This design comes from an exercise in tuning for small area, a short achievable clock period and few clock cycles on the open sky130 flow, not from production work.
The RTL was checked by simulation tests, not by an equivalence proof against the original design.
Power is estimated from default activity; no workload was simulated.

$ cat run.sh
#!/bin/bash
# synth_recipe.tcl (not shown) runs the flow's synth.tcl, then flattens the netlist and writes it again
# the make line also repeats each setting of config.mk as NAME=value (left out here)
make -C /OpenROAD-flow-scripts/flow DESIGN_CONFIG=/design/flow/config.mk WORK_HOME=/design/flow/orfs CLKGATE_MAP_FILE= SYNTH_SCRIPT=/design/flow/synth_recipe.tcl finish
$ cat config.mk
export PLATFORM = sky130hd
export DESIGN_NAME = pcwlc_core
export DESIGN_NICKNAME = pcwlc_core
export VERILOG_FILES = /design/flow/design.v
export SDC_FILE = /design/flow/constraint.sdc
export NUM_CORES = 4
export LEC_CHECK = 0
export CAP_MARGIN = 20
export CORE_MARGIN = 2
export CORE_UTILIZATION = 40
export SETUP_SLACK_MARGIN = 3.5
export SLEW_MARGIN = 20
$ cat constraint.sdc
create_clock -name core_clock -period 8.0 [get_ports {clk}]
set_input_delay 1.6000 -clock core_clock [delete_from_list [all_inputs] [get_ports {clk}]]
set_output_delay 1.6000 -clock core_clock [all_outputs]
set_load 0.01 [all_outputs]
$ cat design.v
module pcwlc_core (
    input  wire        clk,
    input  wire        rst,
    input  wire        host_we,
    input  wire [2:0]  host_addr,
    input  wire [63:0] host_wdata,
    output wire [31:0] status,
    output wire [63:0] res,
    output wire [63:0] res2,
    output wire [31:0] erraddr,
    output reg         port_req,
    output reg         port_we,
    output reg  [1:0]  port_size,     
    output reg  [16:0] port_addr,
    output reg  [31:0] port_wdata,
    input  wire        port_ack,
    input  wire [1:0]  port_fail,     
    input  wire [31:0] port_rdata,
    input  wire [63:0] now
);
    localparam [2:0] C_OK      = 3'd0;
    localparam [2:0] C_NOTFND  = 3'd1;
    localparam [2:0] C_ALIGN   = 3'd2;
    localparam [2:0] C_RANGE   = 3'd3;
    localparam [2:0] C_UNSUP   = 3'd4;
    localparam [2:0] C_IOFAIL  = 3'd5;
    localparam [2:0] C_ILLEGAL = 3'd6;
    localparam [4:0] OP_CFG_READ   = 5'h01;
    localparam [4:0] OP_CFG_WRITE  = 5'h02;
    localparam [4:0] OP_FIND_STD   = 5'h03;
    localparam [4:0] OP_FIND_EXT   = 5'h04;
    localparam [4:0] OP_ENABLE     = 5'h05;
    localparam [4:0] OP_DISABLE    = 5'h06;
    localparam [4:0] OP_RETRAIN    = 5'h07;
    localparam [4:0] OP_SET_SPEED  = 5'h08;
    localparam [4:0] OP_READ_STAT  = 5'h09;
    localparam [4:0] OP_WAIT_TRAIN = 5'h0A;
    localparam [4:0] OP_HOT_RESET  = 5'h0B;
    localparam [4:0] OP_SET_BITS   = 5'h0C;
    localparam [4:0] S_IDLE  = 5'd0;
    localparam [4:0] S_FIN   = 5'd1;    
    localparam [4:0] S_CFGR  = 5'd2;
    localparam [4:0] S_CFGW  = 5'd3;
    localparam [4:0] S_ST    = 5'd4;    
    localparam [4:0] S_HT    = 5'd5;    
    localparam [4:0] S_PTR   = 5'd6;    
    localparam [4:0] S_ENT   = 5'd7;    
    localparam [4:0] S_EXT   = 5'd8;    
    localparam [4:0] S_RMWR  = 5'd9;    
    localparam [4:0] S_RMWW  = 5'd10;   
    localparam [4:0] S_CAP   = 5'd11;
    localparam [4:0] S_LC2R  = 5'd12;
    localparam [4:0] S_LC2W  = 5'd13;
    localparam [4:0] S_LS    = 5'd14;
    localparam [4:0] S_HRHT  = 5'd15;   
    localparam [4:0] S_POLL  = 5'd16;   
    localparam [4:0] S_SLEEP = 5'd17;
    localparam [8:0] STD_TRIPS = 9'd48;
    localparam [7:0] PCIE_CAP_ID = 8'h10;
    reg [63:0] opa, opb;
    reg        busy, done, pf;
    reg [2:0]  code;
    reg [1:0]  iokind;
    reg        errv;        
    reg        resv;        
    reg [63:0] res_q;       
    reg        dl_hi;       
    reg [2:0]  rs2c;        
    reg [4:0]  state;
    reg [4:0]  op;
    reg [1:0]  wc;
    reg        f;
    reg [15:0] imm;         
    reg        again;
    reg [11:0] cur;
    reg [8:0]  trip;        
    reg [63:0] lop;         
    reg [64:0] wake;
    assign status  = {22'd0, iokind & {2{done}}, 1'b0, code & {3{done}}, 1'b0, pf, done, busy};
    assign erraddr = {15'd0, port_addr & {17{errv & done}}};
    assign res     = res_q & {64{resv}};
    reg [15:0] res2_hi;
    always @(*) begin
        case (rs2c)
            3'd1:    res2_hi = 16'h4004;
            3'd2:    res2_hi = 16'h4014;
            3'd3:    res2_hi = 16'h4020;
            3'd4:    res2_hi = 16'h4030;
            3'd5:    res2_hi = 16'h4040;
            3'd6:    res2_hi = 16'h4050;
            default: res2_hi = 16'h0000;
        endcase
    end
    assign res2 = {res2_hi, 48'd0};
    wire [31:0] cw    = host_wdata[31:0];
    wire [4:0]  c_op  = cw[4:0];
    wire [1:0]  c_w   = cw[6:5];
    wire        c_f   = cw[7];
    wire        c_k   = cw[8];
    wire [15:0] c_imm = cw[31:16];
    wire        cmd_go = host_we && host_addr == 3'd0 && !busy;
    reg c_legal;
    always @(*) begin
        case (c_op)
            OP_CFG_READ, OP_CFG_WRITE: c_legal = (cw[15:7] == 9'd0);
            OP_FIND_STD:               c_legal = (cw[31:24] == 8'd0) && (cw[15:5] == 11'd0);
            OP_FIND_EXT:               c_legal = (cw[15:5] == 11'd0);
            OP_ENABLE, OP_DISABLE, OP_READ_STAT, OP_WAIT_TRAIN, OP_HOT_RESET:
                                       c_legal = (cw[31:5] == 27'd0);
            OP_RETRAIN:                c_legal = (cw[31:8] == 24'd0) && (c_w == 2'd0);
            OP_SET_SPEED:              c_legal = (cw[31:9] == 23'd0) && (c_w == 2'd0);
            OP_SET_BITS:               c_legal = (cw[15:8] == 8'd0) && (c_w == 2'd0);
            default:                   c_legal = 1'b0;
        endcase
    end
    wire c_misaligned = (c_w == 2'd1) ? c_imm[0] :
                        (c_w[1])      ? (c_imm[1:0] != 2'd0) : 1'b0;
    reg  c_out_of_range;
    always @(*) begin
        case (c_w)
            2'd0:    c_out_of_range = (opa[63:8]  != 56'd0);
            2'd1:    c_out_of_range = (opa[63:16] != 48'd0);
            2'd2:    c_out_of_range = (opa[63:32] != 32'd0);
            default: c_out_of_range = 1'b0;
        endcase
    end
    reg       speed_ok;
    reg [2:0] speed_code;
    always @(*) begin
        speed_ok   = 1'b1;
        speed_code = 3'd0;
        if (!c_k) begin
            if (opa[63:3] == 61'd0 && opa[2:0] != 3'd0 && opa[2:0] != 3'd7)
                speed_code = opa[2:0];
            else
                speed_ok = 1'b0;
        end else begin
            case (opa)
                64'h4004000000000000: speed_code = 3'd1;
                64'h4014000000000000: speed_code = 3'd2;
                64'h4020000000000000: speed_code = 3'd3;
                64'h4030000000000000: speed_code = 3'd4;
                64'h4040000000000000: speed_code = 3'd5;
                64'h4050000000000000: speed_code = 3'd6;
                default:              speed_ok   = 1'b0;
            endcase
        end
    end
    wire        ext_none  = (opa[63:9] == 55'd0) && (opa[8:0] < 9'h104);
    wire [12:0] cs_clamp  = (opa[63:12] != 52'd0) ? 13'd4096 : {1'b0, opa[11:0]};
    wire [12:0] cs_above  = cs_clamp - 13'd256;
    wire [8:0]  ext_trip1 = (cs_above[12:3] == 10'd0) ? 9'd0 : cs_above[11:3] - 9'd1;
    wire [63:0] add_b = busy ? lop : opa;
    wire [64:0] nsum  = {1'b0, now} + {1'b0, add_b};
    wire        past_wake = ({1'b0, now} >= wake);
    wire        past_dl   = ({1'b0, now} >= {dl_hi, res_q});
    wire        lop_zero  = (lop == 64'd0);
    wire        ack  = port_req && port_ack;
    wire [31:0] rd   = port_rdata;
    wire [7:0]  walk_id = (op == OP_FIND_STD) ? imm[7:0] : PCIE_CAP_ID;
    reg [15:0] rmw_set, rmw_clr;
    always @(*) begin
        rmw_set = 16'd0;
        rmw_clr = 16'd0;
        case (op)
            OP_ENABLE:    rmw_clr = 16'h0010;
            OP_DISABLE:   rmw_set = 16'h0010;
            OP_RETRAIN:   if (again) rmw_clr = 16'h0020; else rmw_set = 16'h0020;
            OP_SET_SPEED: rmw_set = 16'h0020;
            OP_HOT_RESET: if (again) rmw_clr = 16'h0040; else rmw_set = 16'h0040;
            OP_SET_BITS:  if (f) rmw_set = imm; else rmw_clr = imm;
            default:      ;
        endcase
    end
    wire [8:0] base_lc  = {1'b0, cur[7:0]} + 9'h10;
    wire [8:0] base_ls  = {1'b0, cur[7:0]} + 9'h12;
    wire [8:0] base_cap = {1'b0, cur[7:0]} + 9'h02;
    wire [8:0] base_lc2 = {1'b0, cur[7:0]} + 9'h30;
    wire [15:0] ls       = rd[15:0];
    wire [3:0]  ls_sc    = ls[3:0];
    wire        ls_known = (ls_sc >= 4'd1) && (ls_sc <= 4'd6);
    wire [63:0] ls_res   = {32'd0, ls, 3'd0, ls[13], ls[11], ls[9:4], ls_known, ls_sc};
    wire [11:0] nx       = rd[31:20];
    wire        cs_over  = (lop[63:13] == 51'd0) && ({1'b0, nx} + 13'd4 > lop[12:0]);
    wire [16:0] addr_p4  = port_addr + 17'd4;
    always @(posedge clk) begin
        if (rst) begin
            opa      <= 64'd0;
            opb      <= 64'd0;
            busy     <= 1'b0;
            done     <= 1'b0;
            pf       <= 1'b0;
            resv     <= 1'b0;
            rs2c     <= 3'd0;
            errv     <= 1'b0;
            state    <= S_IDLE;
            port_req <= 1'b0;
        end else begin
            if (host_we) begin
                case (host_addr)
                    3'd0:    if (busy) pf <= 1'b1;
                    3'd2:    opa <= host_wdata;
                    3'd3:    opb <= host_wdata;
                    default: ;
                endcase
            end
            if (cmd_go) begin
                op    <= c_op;
                wc    <= c_w;
                f     <= c_f;
                imm   <= (c_op == OP_SET_SPEED) ? {13'd0, speed_code} : c_imm;
                lop   <= (c_op == OP_WAIT_TRAIN) ? opb : opa;
                again <= 1'b0;
                busy  <= 1'b1;
                done  <= 1'b0;
                resv  <= 1'b0;
                rs2c  <= 3'd0;
                errv  <= 1'b0;
                code  <= C_OK;
                iokind <= 2'd0;
                res_q <= nsum[63:0];
                dl_hi <= nsum[64];
                port_we    <= 1'b0;
                port_wdata <= opa[31:0];
                state      <= S_FIN;
                if (!c_legal) begin
                    code <= C_ILLEGAL;
                end else begin
                    case (c_op)
                        OP_CFG_READ, OP_CFG_WRITE: begin
                            port_addr <= {1'b0, c_imm};
                            port_size <= c_w[1] ? 2'd2 : c_w;
                            port_we   <= c_op[1];
                            if (c_misaligned) begin
                                code <= C_ALIGN;
                                errv <= 1'b1;
                            end else if (c_op[1] && c_out_of_range) begin
                                code <= C_RANGE;
                            end else begin
                                port_req <= 1'b1;
                                state    <= c_op[1] ? S_CFGW : S_CFGR;
                            end
                        end
                        OP_FIND_EXT: begin
                            cur       <= 12'h100;
                            trip      <= ext_trip1;
                            port_addr <= 17'h100;
                            port_size <= 2'd2;
                            if (ext_none) begin
                                code <= C_NOTFND;
                            end else begin
                                port_req <= 1'b1;
                                state    <= S_EXT;
                            end
                        end
                        OP_HOT_RESET: begin
                            port_addr <= 17'h00E;
                            port_size <= 2'd0;
                            port_req  <= 1'b1;
                            state     <= S_HRHT;
                        end
                        default: begin    
                            port_addr <= 17'h006;
                            port_size <= 2'd1;
                            if (c_op == OP_SET_SPEED && !speed_ok) begin
                                code <= C_RANGE;
                            end else begin
                                port_req <= 1'b1;
                                state    <= S_ST;
                            end
                        end
                    endcase
                end
            end
            case (state)
                S_IDLE: ;
                S_FIN: begin
                    busy  <= 1'b0;
                    done  <= 1'b1;
                    state <= S_IDLE;
                end
                S_POLL: begin
                    if (past_dl) begin
                        res_q <= 64'd0;
                        resv  <= 1'b0;
                        busy  <= 1'b0;
                        done  <= 1'b1;
                        state <= S_IDLE;
                    end else if (past_wake) begin
                        port_req  <= 1'b1;
                        port_we   <= 1'b0;
                        port_size <= 2'd1;
                        port_addr <= 17'h006;
                        state     <= S_ST;
                    end else begin
                        state <= S_SLEEP;
                    end
                end
                S_SLEEP: begin
                    if (past_wake) begin
                        port_req  <= 1'b1;
                        port_we   <= 1'b0;
                        port_size <= 2'd1;
                        if (op == OP_HOT_RESET) begin
                            port_addr <= 17'h03E;
                            state     <= S_RMWR;
                        end else begin
                            port_addr <= 17'h006;
                            state     <= S_ST;
                        end
                    end
                end
                default: if (ack) begin
                    if (port_fail != 2'd0) begin
                        port_req <= 1'b0;
                        code     <= C_IOFAIL;
                        iokind   <= port_fail;
                        errv     <= 1'b1;
                        busy     <= 1'b0;
                        done     <= 1'b1;
                        state    <= S_IDLE;
                    end else begin
                        port_req <= 1'b0;
                        busy     <= 1'b0;
                        done     <= 1'b1;
                        state    <= S_IDLE;
                        case (state)
                            S_CFGR: begin
                                if (wc == 2'd3 && !again) begin
                                    res_q[31:0] <= rd;
                                    again     <= 1'b1;
                                    port_addr <= addr_p4;
                                    port_req  <= 1'b1;
                                    busy      <= 1'b1;
                                    done      <= 1'b0;
                                    state     <= S_CFGR;
                                end else begin
                                    resv <= 1'b1;
                                    if (wc == 2'd3)
                                        res_q[63:32] <= rd;
                                    else begin
                                        res_q[63:32] <= 32'd0;
                                        res_q[31:0]  <= (wc == 2'd0) ? {24'd0, rd[7:0]} :
                                                        (wc == 2'd1) ? {16'd0, rd[15:0]} : rd;
                                    end
                                end
                            end
                            S_CFGW: begin
                                if (wc == 2'd3 && !again) begin
                                    again      <= 1'b1;
                                    port_addr  <= addr_p4;
                                    port_wdata <= lop[63:32];
                                    port_req   <= 1'b1;
                                    busy       <= 1'b1;
                                    done       <= 1'b0;
                                    state      <= S_CFGW;
                                end
                            end
                            S_ST: begin
                                if (!rd[4]) begin
                                    code <= C_NOTFND;
                                end else begin
                                    port_addr <= 17'h00E;
                                    port_size <= 2'd0;
                                    port_req  <= 1'b1;
                                    busy      <= 1'b1;
                                    done      <= 1'b0;
                                    state     <= S_HT;
                                end
                            end
                            S_HT: begin
                                if (rd[6:1] == 6'd0 || rd[6:0] == 7'd2) begin
                                    port_addr <= rd[1] ? 17'h014 : 17'h034;
                                    port_req  <= 1'b1;
                                    busy      <= 1'b1;
                                    done      <= 1'b0;
                                    state     <= S_PTR;
                                end else begin
                                    code <= C_NOTFND;
                                end
                            end
                            S_PTR: begin
                                cur  <= {4'd0, rd[7:0]};
                                trip <= STD_TRIPS - 9'd1;
                                if (rd[7:6] == 2'd0) begin
                                    code <= C_NOTFND;
                                end else begin
                                    port_addr <= {9'd0, rd[7:2], 2'b00};
                                    port_size <= 2'd1;
                                    port_req  <= 1'b1;
                                    busy      <= 1'b1;
                                    done      <= 1'b0;
                                    state     <= S_ENT;
                                end
                            end
                            S_ENT: begin
                                if (rd[7:0] == 8'hFF) begin
                                    code <= C_NOTFND;
                                end else if (rd[7:0] == walk_id) begin
                                    if (op == OP_FIND_STD) begin
                                        res_q <= {56'd0, cur[7:0]};
                                        resv  <= 1'b1;
                                    end else begin
                                        port_req <= !cur[0];
                                        busy     <= !cur[0];
                                        done     <= cur[0];
                                        if (cur[0]) begin
                                            code <= C_ALIGN;
                                            errv <= 1'b1;
                                        end
                                        if (op == OP_READ_STAT || op == OP_WAIT_TRAIN) begin
                                            port_addr <= {8'd0, base_ls};
                                            if (!cur[0]) state <= S_LS;
                                        end else if (op == OP_SET_SPEED && !again) begin
                                            port_addr <= {8'd0, base_cap};
                                            if (!cur[0]) state <= S_CAP;
                                        end else begin
                                            port_addr <= {8'd0, base_lc};
                                            if (!cur[0]) state <= S_RMWR;
                                        end
                                    end
                                end else if (trip == 9'd0 || rd[15:14] == 2'd0) begin
                                    code <= C_NOTFND;
                                end else begin
                                    cur       <= {4'd0, rd[15:8]};
                                    trip      <= trip - 9'd1;
                                    port_addr <= {9'd0, rd[15:10], 2'b00};
                                    port_req  <= 1'b1;
                                    busy      <= 1'b1;
                                    done      <= 1'b0;
                                    state     <= S_ENT;
                                end
                            end
                            S_EXT: begin
                                if (rd == 32'h00000000 || rd == 32'hFFFFFFFF) begin
                                    code <= C_NOTFND;
                                end else if (rd[15:0] == imm) begin
                                    res_q <= {52'd0, cur};
                                    resv  <= 1'b1;
                                end else if (nx[11:8] == 4'd0 || nx == cur ||
                                             trip == 9'd0 || cs_over) begin
                                    code <= C_NOTFND;
                                end else begin
                                    cur       <= nx;
                                    trip      <= trip - 9'd1;
                                    port_addr <= {5'd0, nx};
                                    if (nx[1:0] != 2'd0) begin
                                        code <= C_ALIGN;
                                        errv <= 1'b1;
                                    end else begin
                                        port_req <= 1'b1;
                                        busy     <= 1'b1;
                                        done     <= 1'b0;
                                        state    <= S_EXT;
                                    end
                                end
                            end
                            S_RMWR: begin
                                port_we    <= 1'b1;
                                port_wdata <= {16'd0, (rd[15:0] | rmw_set) & ~rmw_clr};
                                port_req   <= 1'b1;
                                busy       <= 1'b1;
                                done       <= 1'b0;
                                state      <= S_RMWW;
                            end
                            S_RMWW: begin
                                if ((op == OP_RETRAIN && f) || op == OP_HOT_RESET) begin
                                    if (!again) begin
                                        again    <= 1'b1;
                                        port_we  <= 1'b0;
                                        busy     <= 1'b1;
                                        done     <= 1'b0;
                                        wake     <= nsum;
                                        if (op == OP_RETRAIN || lop_zero) begin
                                            port_req <= 1'b1;
                                            state    <= S_RMWR;
                                        end else begin
                                            state    <= S_SLEEP;
                                        end
                                    end
                                end
                            end
                            S_CAP: begin
                                if (rd[3:1] == 3'd0) begin
                                    code <= C_UNSUP;
                                end else begin
                                    port_addr <= {8'd0, base_lc2};
                                    port_req  <= 1'b1;
                                    busy      <= 1'b1;
                                    done      <= 1'b0;
                                    state     <= S_LC2R;
                                end
                            end
                            S_LC2R: begin
                                port_we    <= 1'b1;
                                port_wdata <= {16'd0, rd[15:4], 1'b0, imm[2:0]};
                                port_req   <= 1'b1;
                                busy       <= 1'b1;
                                done       <= 1'b0;
                                state      <= S_LC2W;
                            end
                            S_LC2W: begin
                                if (f) begin
                                    again     <= 1'b1;
                                    port_we   <= 1'b0;
                                    port_addr <= 17'h006;
                                    port_req  <= 1'b1;
                                    busy      <= 1'b1;
                                    done      <= 1'b0;
                                    state     <= S_ST;
                                end
                            end
                            S_LS: begin
                                if (op == OP_READ_STAT) begin
                                    res_q <= ls_res;
                                    resv  <= 1'b1;
                                    rs2c  <= ls_known ? ls_sc[2:0] : 3'd0;
                                end else if (!ls[11]) begin
                                    res_q <= 64'd1;
                                    resv  <= 1'b1;
                                end else begin
                                    wake  <= nsum;
                                    busy  <= 1'b1;
                                    done  <= 1'b0;
                                    state <= S_POLL;
                                end
                            end
                            S_HRHT: begin
                                if (rd[6:0] != 7'd1) begin
                                    code <= C_UNSUP;
                                end else begin
                                    port_addr <= 17'h03E;
                                    port_size <= 2'd1;
                                    port_req  <= 1'b1;
                                    busy      <= 1'b1;
                                    done      <= 1'b0;
                                    state     <= S_RMWR;
                                end
                            end
                            default: ;
                        endcase
                    end
                end
            endcase
        end
    end
endmodule
==> flow_summary.yaml, run 1 <==
drt:
  vias: 32954
  drtPass1Iterations: 6
  ant_nets: 0
  drt_iter0_markers: 3973
  drc: 0
  detail_route.wl_per_cell_microns: 28.8
  wirelength_microns: 152000
  viasPerCell: 6.23
place:
  gp_congestion: 1.03
  dp_cells: 5129
  port-buffer-count: 315
  dp_hpwl_microns: 114000
setup_path:
  critical-path-max-stage-delay_ps: 530
  crit_fanout: 8
  critical_path_buf_inv_count: 2
  worstPathArrival_ps: 4990
  path_cells: "dlygate4sd2_1, buf_4, a211oi_1, a21boi_0, a211oi_1, nor2b_1, nand2_1, a211oi_4, and2_4, o32ai_2, a22o_1"
  worstSetupStartpointType: "primary input"
  crit_required_ps: 8390
  critical-path-slowest-cell: "a211oi_1"
  crit_path_end_kind: "register"
  critPathTopFamily: "compound AO/OA/AOI/OAI gates"
  crit_top_cell: "a211oi_1"
  crit_type: "in -> reg"
  reg2reg_slack_ps: 3630
grt:
  antenna_found_initial: 9
  grt_pass1_vias: 30574
  grt_overflow_total: 0
  track_usage_pct: 33.9
  grt_max_degree: 66
  grt_pass1_wl_microns: 215000
pwr:
  ir_drop_uv: 169
  internal-power_mw: 4.39
  combinationalPowerShare_pct: 17.9
  pwr-share-clk_pct: 40.5
  switchingPower_mw: 1.88
  swShare_pct: 30.0
  power_density_nw_per_um2: 154
  leakagePower_nw: 15.8
  pwr-share-seq_pct: 41.7
clock_tree:
  cts_tree: "done"
  clk_latency_ps: 650
  htree_levels: 2
  cts-buffers-inserted: 53
  cts_buffer_depth: 3
  clockRootBuffer: "clkbuf_16"
  clkSlewWorstSetupHoldPaths_ps: 60
  cts-hold-fix-buffers: 0
  cts.sinks: 439
layout:
  layout-drive-gt1-share_pct: 14.1
  layout.nets: 4544
  final_cells: 5286
  area_delta_synth_final_pct: 21.1
  post-route-util_pct: 48.7
sta:
  tightest_slew_ps: 1180
  fmax_mhz: 217
  relSlewSlack_pct: 20.4
  finalCritPeriodShare_pct: 57.5
  setup_tns_ps: 0
  maxSlewViolCount: 0
  fin_skew_ps: 39.6
  setup_viol: 0
  hold_violations: 0
  rsz0062_at_grt: "true"
  period_minus_slack_ps: 4600
floorplan:
  row_count: 106
  core_area_sq_um: 83400
  io_pins: 414
  start_util_pct: 40.2
  die_h_microns: 294
  die-area_sq_um: 86300
  dieWidth_microns: 294
run_status:
  outcome: "no timing/DRC/antenna violations"
yosys:
  ys_ff_latch: 439
  yosys_warnings: 1
  async_reset_ff_share_pct: 0
  seq_area_frac_synth_pct: 35.0
  synth_enable_flop_cells: 297
  ys_types: 113
  synth_cells: 3922
  syn-cell-area_sq_um: 33600
  synth.avg_cell_area_sq_um: 8.56
  yosys_most_used_dff: "edfxtp_1"
worst_hold_path:
  hold_class: "reg -> reg"
flow_run:
  drv_cap: 0
-- power by group through the flow --
stage | clock [mW] | sequential, mW | combinational, mW
after floorplan | 0 | 2.61 | 0.646
after global placement | 0 | 2.66 | 1.03
after detailed placement | 0 | 2.66 | 1.03
after CTS | 2.54 | 2.61 | 1.06
after global routing | 2.63 | 2.62 | 1.19
final | 2.54 | 2.61 | 1.12
-- sequential cells by signal, indices dropped and copies added (netlist names), 3 cells and up --
register,flops
lop,64
cur,12
rs2c,3
opa,64
op,5
port_addr,17
trip,9
code,3
port_wdata,32
res_q,64
state,5
wake,65
opb,64
imm,16
-- cell families (layout without fill, tap and decap cells) --
logic type | count (synthesis) | count (layout) | synth area share [%]
multiplexers | 220 | 220 | 7.09
other | 1 | 102 | 0.0112
adder cells (fa/ha/maj) | 217 | 217 | 8.11
buffers and inverters | 533 | 713 | 7.34
AO/OA/AOI/OAI | 1045 | 1046 | 20.0
XOR/XNOR | 122 | 122 | 3.18
AND/OR/NAND/NOR | 1345 | 1347 | 19.3
flip-flops | 439 | 439 | 35.0
-- final timing paths --
path                                     from            end  depth (start not counted)
worst max-delay path            port_rdata[2]  port_addr[15]                         11
worst min-delay path                   opb[3]         opb[3]                          2
worst max register to register           busy      res_q[57]                         14
worst min register to register         opb[3]         opb[3]                          2
-- worst min-delay path, stage by stage, from the launching register on --
cell and delay (ps):
dfxtp_1 310, nand2_1 50, a21oi_1 50
-- cells in the final DEF, fill, tap and decap left out, drive strengths merged, types with 67 or more instances in the layout --
cell             n
mux2i           77
clkbuf          84
inv            187
ha             216
nor2           226
conb            98
nand2          553
o21ai          215
buf            120
dfxtp          142
nand3           72
xnor2           79
nor3            84
edfxtp         297
a21oi          361
and2           102
clkdlybuf4s50  256
o22ai           67
mux2           143
-- Yosys cell counts (22+ instances only) --
| cell type | n | share of area (%) |
|---|---|---|
| and3_1 | 42 | 0.78 |
| nor4_1 | 51 | 0.95 |
| a21oi_1 | 357 | 5.3 |
| mux2_2 | 143 | 4.8 |
| xor2_1 | 43 | 1.1 |
| and2_1 | 99 | 1.8 |
| clkbuf_1 | 185 | 2.1 |
| edfxtp_1 | 297 | 27 |
| ha_1 | 216 | 8.1 |
| a21o_1 | 51 | 1.1 |
| nand2b_1 | 22 | 0.41 |
| buf_4 | 104 | 2.3 |
| a211oi_1 | 37 | 0.83 |
| nand2_1 | 551 | 6.2 |
| nor2b_1 | 45 | 0.84 |
| nand4_1 | 65 | 1.2 |
| mux2i_1 | 77 | 2.3 |
| a31oi_1 | 26 | 0.48 |
| dfxtp_1 | 142 | 8.5 |
| inv_1 | 186 | 2.1 |
| a22oi_1 | 30 | 0.67 |
| buf_2 | 38 | 0.57 |
| o21a_1 | 24 | 0.54 |
| o21ai_0 | 199 | 3.0 |
| nor3_1 | 78 | 1.2 |
| nand3_1 | 72 | 1.1 |
| xnor2_1 | 79 | 2.1 |
| a222oi_1 | 22 | 0.66 |
| o22ai_1 | 67 | 1.2 |
| nor2_1 | 219 | 2.4 |
-- through the flow --
stage	total power [mW]	hold WS, ps	worst slack (ps)	instance area, sq um
5_1_grt	6.44	469	3310	40600
3_3_place_gp	3.69	439	1690	37300
3_5_place_dp	3.69	445	1650	37300
6_report	6.27	452	3400	40700
4_1_cts	6.22	452	3500	40000
2_1_floorplan	3.25	434	3230	34100
-- layout make-up --
cell class,count,area (sq um)
fillers,7987,42800
multi-input cells,3050,20800
flip-flops and latches,439,11800
repair buffers,428,4210
clock buffers,83,1600
well taps,1080,1350
inverters,186,702
clock inverters,16,203
diodes,4,10.0
-- what timing repair did --
action,4_1_cts,5_1_grt
setup buffers,36,13
endpoints found under the setup margin,137,107
pin swaps,45,33
gates cloned,3,2
resized for setup,190,135
-- metal layers --
metal  vias up  track usage (%)  share of wire [%]
li1      14633                -                  -
met1     15971             46.2                 41
met2      1952             50.8                 43
met3       386             7.95                 11
met4        12             15.9                5.4
met5         -                0              0.051
Testbench counts, summed over its fixed seeds: cycles 66,953.
==> run 2, diff against run 1 <==
--- a/config.mk
+++ b/config.mk
@@ -5,6 +5,7 @@
 export SDC_FILE = /design/flow/constraint.sdc
 export NUM_CORES = 4
 export LEC_CHECK = 0
+export ABC_CLOCK_PERIOD_IN_PS = 4000
 export CAP_MARGIN = 20
 export CORE_MARGIN = 2
 export CORE_UTILIZATION = 40
==> flow_summary.yaml, run 2 <==
sta:
  fin_skew_ps: 39.6
  tightest_slew_ps: 1180
  fmax_mhz: 217
  relSlewSlack_pct: 20.4
  finalCritPeriodShare_pct: 57.5
  worst_slack_ps: 3400
  rsz0062_at_grt: "true"
  hold_violations: 0
  maxSlewViolCount: 0
  setup_tns_ps: 0
  period_minus_slack_ps: 4600
  setup_viol: 0
layout:
  multi_input_area_sq_um: 20800
  regArea_sq_um: 11800
  final_cells: 5286
  final_common_cell: "nand2_1"
  layout-drive-gt1-share_pct: 14.1
  area_delta_synth_final_pct: 21.1
  layout_common_cells: "nand2_1 (540), a21oi_1 (343), edfxtp_1 (297), clkdlybuf4s50_1 (256), nor2_1 (199)"
  top_register: "wake"
  finalInstanceArea_sq_um: 40700
  layout.nets: 4544
  fillCellCount: 7987
  largest_register_ffs: 65
clock_tree:
  cts_buffer_depth: 3
  cts-buffers-inserted: 53
  cts.sinks: 439
  clkSlewWorstSetupHoldPaths_ps: 60
  clockRootBuffer: "clkbuf_16"
  cts-hold-fix-buffers: 0
  clk_latency_ps: 650
  htree_levels: 2
  cts_tree: "done"
yosys:
  syn-cell-area_sq_um: 33600
  ys_types: 113
  synth.avg_cell_area_sq_um: 8.56
  ys_top_cells_by_area: "edfxtp_1 (27%), dfxtp_1 (8.5%), ha_1 (8.1%)"
  yosys_most_used_dff: "edfxtp_1"
  seq_area_frac_synth_pct: 35.0
  yosys.area.top_type: "edfxtp_1"
  async_reset_ff_share_pct: 0
  synth_cells: 3922
  ys_ff_latch: 439
  yosys.cell_count.top_type: "nand2_1"
  synth_commonest_cells: "nand2_1 (551), a21oi_1 (357), edfxtp_1 (297), nor2_1 (219), ha_1 (216)"
  synth_top_area_share_pct: 26.6
  yosys_warnings: 1
  synth_enable_flop_cells: 297
setup_path:
  crit_fanout: 8
  worstSetupStartpointType: "primary input"
  critical-path-slowest-cell: "a211oi_1"
  crit_required_ps: 8390
  critical-path-max-stage-delay_ps: 530
  worstPathArrival_ps: 4990
  r2r_start: "busy"
  crit_type: "in -> reg"
  crit_path_end_kind: "register"
  startpoint: "port_rdata[2]"
  path_cells: "dlygate4sd2_1, buf_4, a211oi_1, a21boi_0, a211oi_1, nor2b_1, nand2_1, a211oi_4, and2_4, o32ai_2, a22o_1"
  critical_path_buf_inv_count: 2
  ff2ff_path_depth: 14
  reg2reg_slack_ps: 3630
  crit_top_cell: "a211oi_1"
  worstReg2RegEnd: "res_q[57]"
  critPathTopFamily: "compound AO/OA/AOI/OAI gates"
worst_hold_path:
  hold_path_depth: 2
  hold_class: "reg -> reg"
  hold_end: "opb[3]"
  min_from: "opb[3]"
drt:
  detail_route.wl_per_cell_microns: 28.8
  drtPass1Iterations: 6
  ant_nets: 0
  drc: 0
  wirelength_microns: 152000
  drt_iter0_markers: 3973
  vias: 32954
  viasPerCell: 6.23
floorplan:
  start_util_pct: 40.2
  die_h_microns: 294
  core_area_sq_um: 83400
  die-area_sq_um: 86300
  io_pins: 414
  dieWidth_microns: 294
  row_count: 106
place:
  dp_cells: 5129
  placed_area_sq_um: 37300
  dp_hpwl_microns: 114000
  dp_worst_setup_slack_ps: 1650
  port-buffer-count: 315
  gp_congestion: 1.03
pwr:
  ir_drop_uv: 169
  leakagePower_nw: 15.8
  power_density_nw_per_um2: 154
grt:
  grt_pass1_wl_microns: 215000
  grt_pass1_vias: 30574
  antenna_found_initial: 9
  grt_max_degree: 66
  track_usage_pct: 33.9
  grt_overflow_total: 0
run_status:
  outcome: "no timing/DRC/antenna violations"
flow_run:
  drv_cap: 0
==> run 2: cell counts after synthesis <==
No cell type changed its count.
==> run 2: logic make-up after synthesis <==
kind of cell    Yosys count  share of synthesized area, %
fa+ha+maj               217                          8.11
flops                   439                          35.0
simple gates           1345                          19.3
compound gates         1045                          20.0
other cells               1                        0.0112
xor+xnor                122                          3.18
mux                     220                          7.09
buf+inv                 533                          7.34
==> run 2: how the worst max path moves through the flow <==
stage / end / slack, ps / cells after the start
after detailed placement: trip[6] / 1650 / 18
after floorplan: port_addr[11] / 3230 / 17
after CTS: port_addr[13] / 3500 / 20
final: port_addr[15] / 3400 / 11
after global routing: port_addr[15] / 3310 / 20
after global placement: trip[6] / 1690 / 18
==> run 2: repair_timing <==
item	in CTS	in global routing
pin swaps	45	33
gates resized for setup	190	135
cloned	3	2
setup endpoints to repair	137	107
setup buffers	36	13
==> run 2: worst reg2reg max path, cell delays in order (launching register included) <==
cell,delay [ps]
dfxtp_4,510
buf_12,330
mux2_2,500
ha_2,420
o21a_1,220
o21a_1,170
o2111ai_1,170
o211ai_2,210
buf_4,170
a21oi_2,80
a21o_1,230
and2_2,210
o2111a_1,230
or3_1,460
a21bo_1,220
==> run 2: cell type report <==
| class | instances | area share, % |
|---|---|---|
| antenna | 4 | 0.0246 |
| clock buffer | 83 | 3.94 |
| clock inverter | 16 | 0.499 |
| inverter | 186 | 1.73 |
| multi-input combinational | 3050 | 51.2 |
| sequential | 439 | 28.9 |
| tap | 1080 | 3.32 |
| timing repair buffer | 428 | 10.4 |
==> run 2: report_power, final <==
group / leakage, nW / switching [mW] / internal [mW]
registers: 3.87 / 0.0987 / 2.52
logic: 11.0 / 0.698 / 0.422
clock network: 0.883 / 1.09 / 1.45
==> run 2: layer usage <==
metal	global-route usage (%)	wire, microns	vias to the layer above
met2	50.8	65200	1952
met1	46.2	62700	15971
li1	-	-	14633
met3	7.95	16300	386
met4	15.9	8190	12
met5	0	78	-
==> run 2: stage by stage <==
step	utilization (%)	total power [mW]	hold slack (ps)
4_1_cts	48.0	6.22	452
2_1_floorplan	-	3.25	434
3_5_place_dp	44.7	3.69	445
3_3_place_gp	44.7	3.69	439
6_report	48.7	6.27	452
5_1_grt	48.7	6.44	469
==> run 3, diff against run 2 <==
--- a/config.mk
+++ b/config.mk
@@ -5,9 +5,7 @@
 export SDC_FILE = /design/flow/constraint.sdc
 export NUM_CORES = 4
 export LEC_CHECK = 0
-export ABC_CLOCK_PERIOD_IN_PS = 4000
 export CAP_MARGIN = 20
 export CORE_MARGIN = 2
 export CORE_UTILIZATION = 40
-export SETUP_SLACK_MARGIN = 3.5
 export SLEW_MARGIN = 20
==> flow_summary.yaml, run 3 <==
sta:
  hold_violations: 0
  maxSlewViolCount: 0
  rsz0062_at_grt: "false"
  period_minus_slack_ps: 5980
  relSlewSlack_pct: 15.9
  finalCritPeriodShare_pct: 74.7
  setup_tns_ps: 0
  setup_viol: 0
  fin_skew_ps: 63.4
  whs_ps: 452
  tightest_slew_ps: 1250
  fmax_mhz: 167
yosys:
  seq_area_frac_synth_pct: 35.0
  yosys_most_used_dff: "edfxtp_1"
  yosys.cell_count.top_type: "nand2_1"
  synth_commonest_cells: "nand2_1 (551), a21oi_1 (357), edfxtp_1 (297), nor2_1 (219), ha_1 (216)"
  ys_top_cells_by_area: "edfxtp_1 (27%), dfxtp_1 (8.5%), ha_1 (8.1%)"
  yosys_warnings: 1
  synth_enable_flop_cells: 297
  ys_types: 113
  async_reset_ff_share_pct: 0
  syn-cell-area_sq_um: 33600
  ys_ff_latch: 439
  synth_cells: 3922
  synth_top_area_share_pct: 26.6
  yosys.area.top_type: "edfxtp_1"
  synth.avg_cell_area_sq_um: 8.56
floorplan:
  dieWidth_microns: 294
  row_count: 106
  core_area_sq_um: 83400
  die-area_sq_um: 86300
  io_pins: 414
  start_util_pct: 40.2
  die_h_microns: 294
layout:
  top_register: "wake"
  layout-drive-gt1-share_pct: 9.09
  finalInstanceArea_sq_um: 39100
  largest_register_ffs: 65
  final_cells: 5232
  layout.nets: 4490
  fillCellCount: 8043
  final_common_cell: "nand2_1"
  area_delta_synth_final_pct: 16.5
  layout_common_cells: "nand2_1 (551), a21oi_1 (357), clkdlybuf4s50_1 (314), edfxtp_1 (297)"
clock_tree:
  post_cts.repair.setup_buffers: 0
  cts_buffer_depth: 3
  clk_latency_ps: 680
  clockRootBuffer: "clkbuf_16"
  htree_levels: 2
  cts_tree: "done"
  clkSlewWorstSetupHoldPaths_ps: 60
  cts-buffers-inserted: 51
  ctsResizeCount: 0
  cts-hold-fix-buffers: 0
  cts.sinks: 439
setup_path:
  crit_path_end_kind: "register"
  crit_fanout: 12
  r2r_start: "busy"
  worstPathArrival_ps: 6310
  crit_type: "in -> reg"
  startpoint: "port_rdata[23]"
  crit_required_ps: 8340
  worstSetupStartpointType: "primary input"
grt:
  track_usage_pct: 32.7
  grt_pass1_vias: 29803
  antenna_found_initial: 15
  grt_pass1_wl_microns: 208000
  grt_overflow_total: 0
  grt_max_degree: 78
drt:
  ant_nets: 0
  detail_route.wl_per_cell_microns: 27.9
  drt_iter0_markers: 4232
  drtPass1Iterations: 8
  wirelength_microns: 146000
  drc: 0
  vias: 32473
  viasPerCell: 6.21
place:
  dp_hpwl_microns: 111000
  dp_cells: 5130
  placed_area_sq_um: 37200
  port-buffer-count: 315
  gp_congestion: 1.07
worst_hold_path:
  min_from: "opb[30]"
  hold_class: "reg -> reg"
flow_run:
  drv_cap: 0
pwr:
  leakagePower_nw: 15.0
  total_power_mw: 6.23
  ir_drop_uv: 184
  power_density_nw_per_um2: 159
run_status:
  outcome: "no timing/DRC/antenna violations"
run 3: cell counts after synthesis:
No cell type changed its count.
run 3: kinds of logic after synthesis:
family	after synthesis	synth area share [%]
buffers and inverters	533	7.34
other	1	0.0112
adders and majority gates	217	8.11
and+or+nand+nor	1345	19.3
xor gates and xnor gates	122	3.18
DFF	439	35.0
AOI/OAI and AO/OA	1045	20.0
muxes	220	7.09
run 3: report_power, final:
group / leakage, nW / total [mW] / internal [mW] / switching, mW
sequential: 3.87 / 2.61 / 2.51 / 0.100
combinational: 10.3 / 1.05 / 0.395 / 0.654
clock: 0.889 / 2.57 / 1.49 / 1.08
total: 15.0 / 6.23 / 4.40 / 1.83
run 3: path summary, 6_finish.rpt:
path / to / slack [ps] / cells past startpoint
min: opb[30] / 450 / 2
min reg2reg: opb[30] / 450 / 2
max reg2reg: res_q[61] / 2570 / 13
max: trip[6] / 2020 / 17
run 3: cell type report:
cell class,instances,area (sq um),area share [%]
clock inverter,28,365,0.934
tap,1080,1350,3.46
multi-input combinational,3047,19800,50.6
timing repair buffer,379,3640,9.32
inverter,186,703,1.80
antenna,5,12.5,0.0320
sequential,439,11800,30.1
clock buffer,68,1460,3.74
run 3: per-stage QoR:
step,utilization [%],setup slack [ps]
floorplan,-,1090
global placement,44.6,1630
detailed placement,44.6,1590
CTS,46.8,2210
global route,46.9,1830
finish,46.9,2020
run 3: critical path: stages:
cell and delay (ps):
clkdlybuf4s50_1 740, ha_1 290, nand2_1 90, nor2_1 180
nand3_1 110, xnor2_1 180, ha_1 230, or4_4 500
a211oi_2 200, o21ai_1 100, o2111ai_2 240, nand4_2 420
and2_1 450, nor3_4 520, nor2_1 160, o21ai_1 160
o311ai_1 110
run 3: per-layer routing:
layer  wire length, microns  vias to the layer above  track usage [%]
met1                  58800                    15496             44.0
met3                  17800                      385             9.40
met2                  62400                     2070             48.9
li1                       -                    14504                -
met4                   6780                       18             13.4
met5                    129                        -                0

[static timing again, ports no longer ideal]
No port has a modelled driver above. Below, the same layouts with a new extraction and two added sets of constraints.
Step 1 assumes that a clkbuf_16 drives the clock port and a buf_2 every other input.
Step 2 also shifts input and output timing later by t, the mid clock arrival at the registers, as if the neighbouring blocks saw the same clock.
Three values: ideal ports, drivers, drivers and shift; two values: the first two.
run | t, ns | setup WS [ns] | worst hold slack (ns) | latest minus earliest clock arrival (ns)
run 1 | 0.697 | 3.399 / 3.408 / 2.711 | 0.452 / 0.452 / 0.452 | 0.039 / 0.039
run 2 | 0.697 | 3.399 / 3.408 / 2.711 | 0.452 / 0.452 / 0.452 | 0.039 / 0.039
run 3 | 0.710 | 2.024 / 1.979 / 1.269 | 0.452 / 0.452 / 0.452 | 0.063 / 0.064
After both steps setup and hold are still met in every run listed. The setup slack of run 3, which loses most, moves by -0.045 ns with the drivers and by -0.755 ns with both steps.
